Source: an optimization exercise on an open RTL-to-GDS flow (aim: small area, a short achievable clock period and few clock cycles). Production flows keep margins and buffers that such runs may drop. Where RTL was checked, it was by simulation tests only, not by an equivalence proof against the original.

## css_disckey
module css_disckey (
    input  wire        clk,
    input  wire        rst,         
    input  wire        start,
    output wire        ready,
    output wire [8:0]  slot_addr,
    input  wire [39:0] slot_data,
    output wire        done,
    output wire        found,
    output wire [39:0] disc_key
);
==> flow/config.mk <==
export PLATFORM = sky130hd
export DESIGN_NAME = css_disckey
export DESIGN_NICKNAME = css_disckey
export VERILOG_FILES = /design/flow/design.v
export SDC_FILE = /design/flow/constraint.sdc
export NUM_CORES = 4
export LEC_CHECK = 0
export CAP_MARGIN = 20
export CORE_MARGIN = 2
export CORE_UTILIZATION = 50
export PLACE_DENSITY = 0.7
export SETUP_SLACK_MARGIN = 3.0
export SLEW_MARGIN = 20
export SYNTH_HIERARCHICAL = 1
==> flow/constraint.sdc <==
create_clock -name core_clock -period 6.0 [get_ports {clk}]
set_input_delay 1.2000 -clock core_clock [delete_from_list [all_inputs] [get_ports {clk}]]
set_output_delay 1.2000 -clock core_clock [all_outputs]
set_load 0.01 [all_outputs]
standard.sh (not shown) runs the stock make flow with config.mk's settings and CLKGATE_MAP_FILE= SYNTH_SCRIPT=/design/flow/synth_recipe.tcl, a recipe that flattens the netlist after the stock synthesis.
==> flow/flow/run.sh <==
#!/bin/bash
set -euo pipefail
export BUFFER_PORTS_ARGS="-buffer_cell sky130_fd_sc_hd__buf_2"
bash standard.sh > standard.log 2>&1
The first run completed with no timing, DRC or antenna violations.
Testbench counts at the start, summed over its fixed seeds: cycles 138,818.
Edit:
- CORE_UTILIZATION: 50 -> 65
- PLACE_DENSITY: 0.7 -> 0.8
- SETUP_SLACK_MARGIN: 3.0 -> 3.1
Effect: Core utilization went up by 18 points. Clock-buffer cell count went down by 1. Synthesized area does not change. Register-to-register slack loses 0.16 ns. Cell count went down by 4.0%. Worst hold slack loses 0.023 ns.

---

css_disckey, a different RTL version from the one above (not shown whole).
Size: about 3,400 cells after synthesis, ~95 I/O pins, ~32,000 um^2 of cells after synthesis.
Design css_disckey, start of the top module:
module css_disckey (
    input  wire        clk,
    input  wire        rst,         
    input  wire        start,
    output wire        ready,
    output wire [8:0]  slot_addr,
    input  wire [39:0] slot_data,
    output wire        done,
    output wire        found,
    output wire [39:0] disc_key
);
    localparam [15:0] KL0_0 = 16'hDFDC;
    localparam [15:0] KL0_1 = 16'hDDFE;
    localparam [15:0] KL0_2 = 16'h7701;
    localparam [15:0] KL0_3 = 16'h3D3C;
    localparam [15:0] KL0_4 = 16'h6779;
    localparam [15:0] KL0_5 = 16'hCB55;
    localparam [15:0] KL0_6 = 16'hB240;
    localparam [15:0] KL0_7 = 16'h02FC;
    localparam [15:0] KL0_8 = 16'h75B3;
    localparam [15:0] KL0_9 = 16'hD75F;
    localparam [15:0] KL0_10 = 16'hB941;
    localparam [15:0] KL0_11 = 16'h2581;
    localparam [15:0] KL0_12 = 16'hC5DC;
    localparam [15:0] KL0_13 = 16'h148F;
    localparam [15:0] KL0_14 = 16'hD020;
    localparam [15:0] KL0_15 = 16'h2811;
    localparam [15:0] KL0_16 = 16'h8F1A;
    localparam [15:0] KL0_17 = 16'h95F6;
    localparam [15:0] KL0_18 = 16'h4E29;
    localparam [15:0] KL0_19 = 16'hC0B9;
    localparam [15:0] KL0_20 = 16'h88C2;
    localparam [15:0] KL0_21 = 16'h5CF6;
    localparam [15:0] KL0_22 = 16'hEFED;
    localparam [15:0] KL0_23 = 16'hF5C0;
    localparam [15:0] KL0_24 = 16'hEF95;
    localparam [15:0] KL0_25 = 16'h34A9;
    localparam [15:0] KL0_26 = 16'h104F;
    localparam [15:0] KL0_27 = 16'h7470;
    localparam [15:0] KL0_28 = 16'hE7E4;
    localparam [15:0] KL0_29 = 16'hCB7E;
    localparam [15:0] KL0_30 = 16'hCC9E;
    localparam [15:0] KL0_31 = 16'hA6C5;
    localparam [15:0] KL0_32 = 16'h9850;
    localparam [15:0] KL0_33 = 16'hC4EA;
    localparam [15:0] KL0_34 = 16'h0E38;
    localparam [15:0] KL0_35 = 16'h9CAC;
    localparam [15:0] KL0_36 = 16'h1DB9;
    localparam [15:0] KL0_37 = 16'hFC9F;
    localparam [15:0] KL0_38 = 16'h8A6F;
    localparam [15:0] KL0_39 = 16'h0A04;
    localparam [15:0] KL1_0 = 16'h7879;
    localparam [15:0] KL1_1 = 16'h8CBD;
    localparam [15:0] KL1_2 = 16'h0853;
  ...
==> flow/config.mk <==
export PLATFORM = sky130hd
export DESIGN_NAME = css_disckey
export DESIGN_NICKNAME = css_disckey
export VERILOG_FILES = /design/flow/design.v
export SDC_FILE = /design/flow/constraint.sdc
export NUM_CORES = 4
export LEC_CHECK = 0
export CAP_MARGIN = 20
export CORE_MARGIN = 2
export CORE_UTILIZATION = 55
export PLACE_DENSITY = 0.72
export SETUP_SLACK_MARGIN = 3.0
export SLEW_MARGIN = 20
export SYNTH_HIERARCHICAL = 1
==> flow/constraint.sdc <==
create_clock -name core_clock -period 6.0 [get_ports {clk}]
set_input_delay 1.2000 -clock core_clock [delete_from_list [all_inputs] [get_ports {clk}]]
set_output_delay 1.2000 -clock core_clock [all_outputs]
set_load 0.01 [all_outputs]
Scripts as last shown in full above: flow/flow/run.sh
The starting point produced a clean layout.
Testbench counts at the start, summed over its fixed seeds: cycles 138,914.
Rerun with:
- CORE_UTILIZATION: 55 -> 50
- PLACE_DENSITY: 0.72 -> 0.7
Result: The new run finished with timing, DRC and antenna clean; routed wire length is lower by roughly a tenth; maximum frequency is higher by a few percent; worst hold slack degrades by 0.0056 ns; global-route usage is lower by 6.1 points; die area is higher by roughly a tenth; clock-buffer cell count is lower by 3.

---

== build 98 ==
Another version of the RTL of css_disckey (not shown whole).
For scale: roughly 1900 cells after synthesis, about 230 flip-flops, about 17000 um^2 of cells after synthesis.
export LEC_CHECK = 0
export CAP_MARGIN = 20
export CORE_MARGIN = 2
export CORE_UTILIZATION = 40
export PLACE_DENSITY = 0.6
export SLEW_MARGIN = 20
create_clock -name core_clock -period 6.0 [get_ports {clk}]
run.sh (not shown) runs the stock make flow with config.mk's settings and CLKGATE_MAP_FILE= SYNTH_SCRIPT=/design/flow/synth_recipe.tcl, a recipe that flattens the netlist after the stock synthesis.
Stock flow here: none of the scripts above is used.
Inputs modified between build 98 and build 19:
# build 98
export LEC_CHECK = 0
export CAP_MARGIN = 20
export CORE_MARGIN = 2
export CORE_UTILIZATION = 40
export PLACE_DENSITY = 0.6
export SLEW_MARGIN = 20
create_clock -name core_clock -period 6.0 [get_ports {clk}]
# build 19
export LEC_CHECK = 0
export CAP_MARGIN = 20
export CORE_MARGIN = 2
export CORE_UTILIZATION = 40
export PLACE_DENSITY = 0.6
export SETUP_SLACK_MARGIN = 2.5
export SLEW_MARGIN = 20
create_clock -name core_clock -period 6.0 [get_ports {clk}]
==> results.txt <==
Build 98 -> build 19: mean cell area of the mapped netlist delta 0, exact match. The lower critical path arrival came out of build 19. Summary: with build 98 as the reference, final design area excluding fillers in build 19 moved up by a few percent. Summary — global-route usage, build 19 relative to build 98: higher, by 0.29 points.
### build 19 -> build 20
# build 19
export LEC_CHECK = 0
export CAP_MARGIN = 20
export CORE_MARGIN = 2
export CORE_UTILIZATION = 40
export PLACE_DENSITY = 0.6
export SETUP_SLACK_MARGIN = 2.5
export SLEW_MARGIN = 20
create_clock -name core_clock -period 6.0 [get_ports {clk}]
# build 20
export LEC_CHECK = 0
export ABC_CLOCK_PERIOD_IN_PS = 3000
export CAP_MARGIN = 20
export CORE_MARGIN = 2
export CORE_UTILIZATION = 40
export PLACE_DENSITY = 0.6
export SETUP_SLACK_MARGIN = 2.5
export SLEW_MARGIN = 20
create_clock -name core_clock -period 6.0 [get_ports {clk}]
Build 20 was carried through to the last stage, and its layout satisfied the timing, design-rule and antenna checks.
The insertion delay to the later sink of the worst-skew pair of build 20 and that of build 19 are within noise of each other.
Reported for build 20 and build 19, wire length after detailed routing turned out identical to the last digit.
On final clock period utilization by the worst path, build 20 and build 19 are basically level.
From build 19 to build 20, fraction of standard cell area that is sequential did not move at all.
As far as number of antenna violations at the first check in global routing goes, build 20 and build 19 are indistinguishable; the numbers are identical.
Build 20 and build 19 ended up with nearly the same cell area.
Build 20 vs. build 19: peak clock frequency supported by timing roughly the same, number of gates resized after CTS saw little to no change.
No functional check of the RTL was part of any run of this note.

---

Setup of build 87:
Another version of the RTL of css_disckey (not shown whole).
Size: about 3700 cells after synthesis, ~95 I/O pins, ~36000 sq um of cells after synthesis.
Settings: LEC_CHECK=0, CAP_MARGIN=20, CORE_MARGIN=2, CORE_UTILIZATION=40, PLACE_DENSITY=0.6, SETUP_SLACK_MARGIN=3.3, SLEW_MARGIN=20, SYNTH_HIERARCHICAL=1, SYNTH_MINIMUM_KEEP_SIZE=100; clock period 6.0 ns.
standard.sh (not shown) runs the stock make flow with config.mk's settings and CLKGATE_MAP_FILE= SYNTH_SCRIPT=/design/flow/synth_recipe.tcl, a recipe that flattens the netlist after the stock synthesis.
Scripts as last shown in full above: flow/flow/run.sh
[inputs] build 76 vs build 87
# build 87
export LEC_CHECK = 0
export CAP_MARGIN = 20
export CORE_MARGIN = 2
export CORE_UTILIZATION = 40
export PLACE_DENSITY = 0.6
export SETUP_SLACK_MARGIN = 3.3
export SLEW_MARGIN = 20
export SYNTH_HIERARCHICAL = 1
export SYNTH_MINIMUM_KEEP_SIZE = 100
create_clock -name core_clock -period 6.0 [get_ports {clk}]
# build 76
export LEC_CHECK = 0
export CAP_MARGIN = 20
export CORE_MARGIN = 2
export CORE_UTILIZATION = 40
export PLACE_DENSITY = 0.6
export SETUP_SLACK_MARGIN = 3.1
export SLEW_MARGIN = 20
export SYNTH_HIERARCHICAL = 1
export SYNTH_MINIMUM_KEEP_SIZE = 100
create_clock -name core_clock -period 6.0 [get_ports {clk}]
==> results.txt <==
Taking build 87 as the reference, in build 76 sequential share of layout area rose by 0.95 points, design area fell by 4.1%, multi-input logic cell count stayed essentially flat.
Setup changes, build 76 to build 67
==> flow/run.sh (new file) <==
#!/bin/bash
# synth_recipe.tcl (not shown) runs the flow's synth.tcl, then flattens the netlist and writes it again
# the make line also repeats each setting of config.mk as NAME=value (left out here)
make -C /OpenROAD-flow-scripts/flow DESIGN_CONFIG=/design/flow/config.mk WORK_HOME=/design/flow/orfs CLKGATE_MAP_FILE= SYNTH_SCRIPT=/design/flow/synth_recipe.tcl finish
removed: flow/flow/run.sh
removed: flow/standard.sh
Results
Post-place setup slack in build 67 is 0.068 ns above build 76. Diff build 76 and build 67: total CTS buffers higher in build 76. For global-route wire length before repair, build 67 and build 76 come out practically identical. Between build 76 and build 67, the final-layout clock-cell area share does not differ in any meaningful way. Build 67 against build 76: ratio of cells with drive above 1 in the final layout shrank by 2.3 points; post-CTS setup-driven buffer insertion count shrank by about 4.3%; wire length on met3 grew by 14%.
diff inputs: build 67 => build 66
# build 67
export LEC_CHECK = 0
export CAP_MARGIN = 20
export CORE_MARGIN = 2
export CORE_UTILIZATION = 40
export PLACE_DENSITY = 0.6
export SETUP_SLACK_MARGIN = 3.1
export SLEW_MARGIN = 20
export SYNTH_HIERARCHICAL = 1
export SYNTH_MINIMUM_KEEP_SIZE = 100
create_clock -name core_clock -period 6.0 [get_ports {clk}]
# build 66
export LEC_CHECK = 0
export CAP_MARGIN = 20
export CORE_MARGIN = 2
export CORE_UTILIZATION = 40
export PLACE_DENSITY = 0.6
export SETUP_SLACK_MARGIN = 3.1
export SLEW_MARGIN = 20
export SYNTH_HIERARCHICAL = 1
export SYNTH_MINIMUM_KEEP_SIZE = 200
create_clock -name core_clock -period 6.0 [get_ports {clk}]
Results
In the flow results for build 67 and build 66, the multi-input combinational gate total is larger on build 67.
Build 67 vs build 66, critical path's slowest cell: sky130_fd_sc_hd__dfxtp_1 vs sky130_fd_sc_hd__xnor3_2
On routed wire length, build 67 tracks build 66 almost exactly.
The setup slack of build 66 is smaller than that of build 67.
Of build 67 and build 66, the run reporting the lower wire length of the first global-routing pass was build 66.
Diff build 67 -> build 66: area of all placed cells without fillers saw an increase; proportion of layout cells with a drive suffix above 1 now sits higher.
Between build 66 and build 67, the worst-skew pair later-pin latency figures differ only marginally.
Instance count of the mapped netlist ends up higher on build 67.
Measured against build 66, the layout buffer count excluding clock buffers of build 67 comes out at 0.69 times the reference value.
As of build 66, routability congestion estimate from global placement had risen slightly compared to build 67.
No functional check of the RTL was part of any run of this note.

---

## north
css_disckey with an RTL version that a note above also has.
Size: about 3400 cells after synthesis, about 32000 um^2 of cells after synthesis.
export LEC_CHECK = 0
export CAP_MARGIN = 20
export CORE_MARGIN = 2
export CORE_UTILIZATION = 40
export PLACE_DENSITY = 0.6
export SETUP_SLACK_MARGIN = 3.1
export SLEW_MARGIN = 20
export SYNTH_HIERARCHICAL = 1
create_clock -name core_clock -period 6.0 [get_ports {clk}]
==> flow/flow/run.sh <==
#!/bin/bash
set -euo pipefail
export BUFFER_PORTS_ARGS="-buffer_cell sky130_fd_sc_hd__buf_2"
bash standard.sh > standard.log 2>&1
Testbench counts of north, summed over its fixed seeds: cycles 138,914.
#### Input delta (south over north)
Settings: a change of CORE_UTILIZATION from 40 to 50; a change of PLACE_DENSITY from 0.6 to 0.7; a change of SETUP_SLACK_MARGIN from 3.1 to 3.2.
## What came out
Re fmax: north was higher than south.
south and north ended up with nearly the same final area.

---

## JK
css_disckey, a different RTL version from the one above (not shown whole).
Size: roughly 95 I/O pins.
Design css_disckey, start of the top module:
module css_disckey (
    input  wire        clk,
    input  wire        rst,         
    input  wire        start,
    output wire        ready,
    output wire [8:0]  slot_addr,
    input  wire [39:0] slot_data,
    output wire        done,
    output wire        found,
    output wire [39:0] disc_key
);
Settings: LEC_CHECK=0, CAP_MARGIN=20, CORE_MARGIN=2, CORE_UTILIZATION=40, CTS_BUF_LIST=sky130_fd_sc_hd__clkbuf_4 sky130_fd_sc_hd__clkbuf_8, CTS_CLUSTER_SIZE=24, PLACE_DENSITY=0.6, SETUP_SLACK_MARGIN=3.1, SLEW_MARGIN=20, SYNTH_HIERARCHICAL=1; clock period 6.0 ns.
run.sh (not shown) runs the stock make flow with config.mk's settings and CLKGATE_MAP_FILE= SYNTH_SCRIPT=/design/flow/synth_recipe.tcl, a recipe that flattens the netlist after the stock synthesis.
Stock flow here: none of the scripts above is used.
Having completed the whole flow, JK delivered a layout that passed the timing, design-rule and antenna checks.
The following lists how MS was set up differently from JK:
# JK
export LEC_CHECK = 0
export CAP_MARGIN = 20
export CORE_MARGIN = 2
export CORE_UTILIZATION = 40
export CTS_BUF_LIST = sky130_fd_sc_hd__clkbuf_4 sky130_fd_sc_hd__clkbuf_8
export CTS_CLUSTER_SIZE = 24
export PLACE_DENSITY = 0.6
export SETUP_SLACK_MARGIN = 3.1
export SLEW_MARGIN = 20
export SYNTH_HIERARCHICAL = 1
create_clock -name core_clock -period 6.0 [get_ports {clk}]
# MS
export LEC_CHECK = 0
export CAP_MARGIN = 20
export CORE_MARGIN = 2
export CORE_UTILIZATION = 40
export PLACE_DENSITY = 0.6
export SETUP_SLACK_MARGIN = 3.1
export SLEW_MARGIN = 20
export SYNTH_HIERARCHICAL = 1
create_clock -name core_clock -period 6.0 [get_ports {clk}]
[summary]
Comparing JK against MS, there is no change at all in number of well-tap cells placed.
Side by side, share of the clock period used by the worst path after layout turned out lower in MS than in JK.
Number of iterations in the first detailed-routing pass came out exactly the same in JK and MS.
Looking at minimum clock period after layout across JK and MS, the one that comes out higher is JK.
MS reached the end of the flow, and the finished layout is clean on the timing, design-rule and antenna checks.
Delta(number of buffers inserted during clock tree synthesis, MS - JK) < 0
NOTE global-route wire length before repair JK->MS decreased slightly
Fill cell total of the finished layout went down slightly going from JK to MS.
Between JK and MS, the flow reports net total in the final layout decreasing slightly.
Count of clock-net buffers in the final layout shrinks by more than a quarter when moving from JK to MS.
The inputs of AL differ from those of MS as listed below.
# MS
export LEC_CHECK = 0
export CAP_MARGIN = 20
export CORE_MARGIN = 2
export CORE_UTILIZATION = 40
export PLACE_DENSITY = 0.6
export SETUP_SLACK_MARGIN = 3.1
export SLEW_MARGIN = 20
export SYNTH_HIERARCHICAL = 1
create_clock -name core_clock -period 6.0 [get_ports {clk}]
# AL
export LEC_CHECK = 0
export CAP_MARGIN = 20
export CORE_MARGIN = 2
export CORE_UTILIZATION = 40
export PLACE_DENSITY = 0.6
export SETUP_SLACK_MARGIN = 2.5
export SLEW_MARGIN = 20
create_clock -name core_clock -period 6.0 [get_ports {clk}]
Results
Relative to MS, fraction of area in multi-input gates decreased by 1.9 points in AL. AL -> MS: overflow left after global routing delta 0, exact match. AL vs. MS: weighted congestion at the end of routability-driven global placement went up 2.6%, instance area at placement shows a reduction of 330 um2, largest stage delay on the critical path higher, area of all placed cells without fillers went down, non-clock buffer count went down 113.
Edits applied to the flow inputs when going from AL to TR:
# AL
export LEC_CHECK = 0
export CAP_MARGIN = 20
export CORE_MARGIN = 2
export CORE_UTILIZATION = 40
export PLACE_DENSITY = 0.6
export SETUP_SLACK_MARGIN = 2.5
export SLEW_MARGIN = 20
create_clock -name core_clock -period 6.0 [get_ports {clk}]
# TR
export LEC_CHECK = 0
export CAP_MARGIN = 20
export CORE_MARGIN = 2
export CORE_UTILIZATION = 40
export PLACE_DENSITY = 0.6
export SETUP_SLACK_MARGIN = 3.6
export SLEW_MARGIN = 20
export SYNTH_HIERARCHICAL = 1
create_clock -name core_clock -period 6.0 [get_ports {clk}]
Results
AL: no failed stages, no open violations at the end. TR: PASS, flow complete, no timing, DRC or antenna violations. Row multi-input combinational area share: TR higher / AL lower. AL has a higher worst hold slack than TR. Row shortest clock period the worst path allows after layout: TR lower / AL higher. For the sum of net half-perimeters after detailed placement, TR came in about 3% lower than AL did. The die area number comes out higher for TR vs AL. Run comparison: AL termination of the worst setup path u_l1.r3y[4]$_DFF_P_; TR termination of the worst setup path u_l0.r3y[4]$_DFF_P_. AL has lower routed wire length than TR.
## Diff of input files: PW against TR
# TR
export LEC_CHECK = 0
export CAP_MARGIN = 20
export CORE_MARGIN = 2
export CORE_UTILIZATION = 40
export PLACE_DENSITY = 0.6
export SETUP_SLACK_MARGIN = 3.6
export SLEW_MARGIN = 20
export SYNTH_HIERARCHICAL = 1
create_clock -name core_clock -period 6.0 [get_ports {clk}]
# PW
export LEC_CHECK = 0
export CAP_MARGIN = 20
export CORE_MARGIN = 2
export CORE_UTILIZATION = 40
export PLACE_DENSITY = 0.6
export SETUP_SLACK_MARGIN = 2.5
export SLEW_MARGIN = 20
export SYNTH_HIERARCHICAL = 1
create_clock -name core_clock -period 6.0 [get_ports {clk}]
--- outcome ---
- Worst setup slack | PW below TR
- Of PW and TR, it is PW that has the higher transition time at the pin with the least slew margin.
- Layout multi-input combinational cell count: PW vs TR, no meaningful difference
- PW: number of diodes added for antenna fixing lower than TR
No run of this note included a check of the RTL's function; only the layout flow was run.

## separate check: timing with driven ports
How much do the figures lean on ideal ports? The routed layouts below were timed once more, with nothing changed but the port constraints.
Step 1: set_driving_cell puts a clkbuf_16 on clk and a buf_2 on each other input, an assumption about the parent block.
Step 2 adds t to the input delays and takes it off the output delays; t is the mean of the earliest and latest rising clock arrival at the registers after step 1. Input paths then give back, and output paths get back, about the clock's delay inside the block.
Slacks: no drivers / after step 1 / after step 2; pairs: no drivers / after step 1.
run	shift t [ns]	setup WS [ns]	worst setup path after step 2	slew at the worst register clock pin (ns)	cell pins on the clock port's net
the first run of note 1	0.696	3.045 / 3.045 / 2.938	input to register	0.07 / 0.07	1
the second run of note 1	0.669	2.886 / 2.886 / 2.886	register to register	0.07 / 0.07	1
the first run of note 2	0.661	2.909 / 2.909 / 2.909	register to register	0.07 / 0.07	1
the second run of note 2	0.671	3.028 / 3.028 / 2.890	input to register	0.06 / 0.06	1
build 98	0.591	1.174 / 1.174 / 1.174	register to register	0.07 / 0.07	1
build 19	0.592	2.193 / 2.193 / 2.189	input to register	0.07 / 0.07	1
build 20	0.592	2.193 / 2.193 / 2.189	input to register	0.07 / 0.07	1
build 87	0.724	3.219 / 3.219 / 2.855	input to register	0.07 / 0.07	1
build 76	0.724	3.107 / 3.107 / 2.778	input to register	0.07 / 0.07	1
build 67	0.708	3.146 / 3.113 / 2.518	input to register	0.07 / 0.07	1
build 66	0.710	2.775 / 2.775 / 2.524	input to register	0.07 / 0.07	1
north	0.687	3.079 / 3.079 / 2.898	input to register	0.07 / 0.07	1
south	0.693	2.955 / 2.955 / 2.955	register to register	0.07 / 0.07	1
JK	0.771	2.980 / 2.980 / 2.585	input to register	0.07 / 0.07	1
MS	0.678	2.999 / 2.999 / 2.597	input to register	0.07 / 0.07	1
AL	0.688	2.553 / 2.553 / 2.417	input to register	0.07 / 0.07	1
TR	0.698	2.947 / 2.947 / 2.947	register to register	0.07 / 0.07	1
PW	0.684	2.498 / 2.498 / 2.498	register to register	0.07 / 0.07	1
After both steps every run listed still meets setup and hold. The setup slack of build 67, which loses most, moves by -0.033 ns with the drivers and by -0.628 ns with both steps.
